Context: an optimization exercise on an open-source flow, tuned for small area, a short achievable clock period and few clock cycles. The choices shown serve that exercise and are no tape-out recipe. In this exercise RTL edits were held to simulation tests only and were not proved equivalent to the original. No activity file was given, so power comes from the tool's default toggle rates.

## owc
module owc #(
    parameter [7:0] FAMILY_A = 8'h10,
    parameter [7:0] FAMILY_B = 8'h28
) (
    input             clk,
    input             rst,         
    input             cmd_valid,
    input      [15:0] cmd,
    output reg        rsp_valid,
    output     [15:0] rsp,
    output            bus_req,
    output     [1:0]  bus_op,      
    output            bus_wbit,
    input             bus_ack,
    input             bus_rbit
);
    localparam [2:0] C_OK = 3'd0, C_BUSEMPTY = 3'd1, C_ADDRCRC = 3'd2,
                     C_UNSUPPORTED = 3'd3, C_SPADCRC = 3'd4, C_NOMORE = 3'd5,
                     C_NODATA = 3'd6, C_ILLEGAL = 3'd7;
    localparam [1:0] PH_IDLE = 2'd0, PH_SEARCHING = 2'd1, PH_EXHAUSTED = 2'd2;
    localparam [2:0] ST_RESET = 3'b000, ST_ID = 3'b001, ST_CMP = 3'b101,
                     ST_CMD = 3'b010, ST_DIR = 3'b110;
    localparam [2:0] AX_IDLE = 3'b000, AX_PEND_S = 3'b001, AX_PEND_D = 3'b010,
                     AX_DEC3 = 3'b101,
                     AX_RDB = 3'b110;
    reg  [7:0]  crc_r;
    reg         ck, fd;
    reg  [1:0]  phase;
    reg  [6:0]  lastd;
    reg  [63:0] rom;       
    reg         romz;      
    reg  [71:0] bufr;      
    reg         ng;        
    reg  [15:0] mag;       
    reg         dv;        
    wire [13:0] bcd_r;     
    reg         busy;
    reg  [2:0]  st;
    reg  [6:0]  k;
    reg  [6:0]  last_zero;
    reg  [63:0] work;
    reg         id_bit;
    reg  [7:0]  crc_w;     
    reg  [7:0]  cacc;      
    reg  [3:0]  cp;
    reg  [2:0]  rcode;
    reg  [7:0]  rdata;
    assign rsp      = {5'd0, rcode, rdata};
    assign bus_req  = busy;
    assign bus_op   = st[1:0];
    assign bus_wbit = st[2] ? work[63] : k[2];
    function [7:0] crc8_byte;
        input [7:0] c_in;
        input [7:0] b;
        reg   [7:0] c;
        integer n;
        begin
            c = c_in ^ b;
  ...
Size: roughly 42 I/O pins, ~15000 um^2 of cells after synthesis.
==> flow/config.mk <==
export PLATFORM = sky130hd
export DESIGN_NAME = owc
export DESIGN_NICKNAME = owc
export VERILOG_FILES = /design/flow/design.v
export SDC_FILE = /design/flow/constraint.sdc
export NUM_CORES = 4
export LEC_CHECK = 0
export ABC_AREA = 1
export CAP_MARGIN = 20
export CORE_MARGIN = 2
export CORE_UTILIZATION = 65
export CTS_BUF_LIST = sky130_fd_sc_hd__clkbuf_8
export CTS_CLUSTER_DIAMETER = 50
export CTS_CLUSTER_SIZE = 14
export GPL_TIMING_DRIVEN = 1
export PLACE_DENSITY = 0.8
export SLEW_MARGIN = 20
export TNS_END_PERCENT = 10
==> flow/constraint.sdc <==
create_clock -name core_clock -period 18.0 [get_ports {clk}]
set_input_delay 3.6000 -clock core_clock [delete_from_list [all_inputs] [get_ports {clk}]]
set_output_delay 3.6000 -clock core_clock [all_outputs]
set_load 0.01 [all_outputs]
standard.sh (not shown) runs the stock make flow with config.mk's settings and CLKGATE_MAP_FILE= SYNTH_SCRIPT=/design/flow/synth_recipe.tcl, a recipe that flattens the netlist after the stock synthesis.
==> flow/flow/run.sh <==
#!/bin/bash
set -euo pipefail
bash standard.sh \
    SETUP_SLACK_MARGIN=13 \
    "BUFFER_PORTS_ARGS=-buffer_cell sky130_fd_sc_hd__buf_2" \
    finish > flow_make.log 2>&1
The baseline completed without violations.
Testbench counts at the start, summed over its fixed seeds: cycles 38,903.
Rerun with:
--- a/flow/design.v
+++ b/flow/design.v
@@ -150,30 +150,24 @@
     reg  [7:0] tmask;      
     always @* begin
         case (tlen)
             4'd4: tmask = 8'h0F;
             4'd5: tmask = 8'h1F;
             4'd6: tmask = 8'h3F;
             4'd7: tmask = 8'h7F;
             4'd8: tmask = 8'hFF;
             default: tmask = 8'h00;
         endcase
     end
-    reg  [31:0] rsel;
-    integer pj;
-    always @* begin
-        for (pj = 0; pj < 8; pj = pj + 1)
-            rsel[4*pj +: 4] = {!tmask[pj], tlen[2:0] - 3'd1 - pj[2:0]};
-    end
     wire [2:0] tj   = fd8[2:0];
-    wire [3:0] rp   = rsel[4*tj +: 4];
+    wire [3:0] rp   = tlen - 4'd1 - {1'b0, tj};
     wire [7:0] tch  = rp[3] ? 8'h00 : sym[rp[2:0]];
     wire [15:0] nraw = bufr[15:0];
     wire        nneg = nraw[15];
     reg  [15:0] nmag;
     integer i;
     always @* begin
         for (i = 0; i < 16; i = i + 1)
             nmag[i] = nraw[i] ^ (nneg && (i > 0) && ((nraw & ((16'd1 << i) - 16'd1)) != 16'd0));
     end
     reg [7:0] rd_data;
     always @* begin
Effect: Final cell count is about the same; setup slack got worse by 0.072 ns; cell area increases by 1.8%; count of clock-buffer cells in the layout stays the same; die area decreases by about 0.9%; flip-flop and latch count stays the same; clock power increases by about 2%; global-route usage increases by 1.1 points; total power increases by about 2%; area after synthesis decreases by about 1%; clock skew increases by 0.0087 ns; fmax decreases by about 1.4%; routed wire length increases by 3.4%.
Testbench counts after the change, summed over its fixed seeds: cycles 38,903.

re-timing with driven ports:
How much do the figures lean on ideal ports? The routed layouts below were timed once more, with nothing changed but the port constraints.
Step 1: set_driving_cell puts a clkbuf_16 on clk and a buf_2 on each other input, an assumption about the parent block.
Step 2 moves the port delays by t, midway between the first and last clock arrival at a register: inputs arrive t later, outputs are due t later. That takes back most of the time a late clock gives input paths.
Three values: ideal ports, drivers, drivers and shift; two values: the first two.
run	t, ns	setup WS [ns]	worst setup path after step 2	cell pins on the clock port's net
the first run	0.634	12.894 / 12.888 / 12.254	input to register	1
the second run	0.640	12.821 / 12.761 / 12.121	input to register	1
After both steps setup and hold are still met in every run listed. For the second run, which loses most, drivers alone change the setup slack by -0.060 ns; drivers and shift together by -0.700 ns.
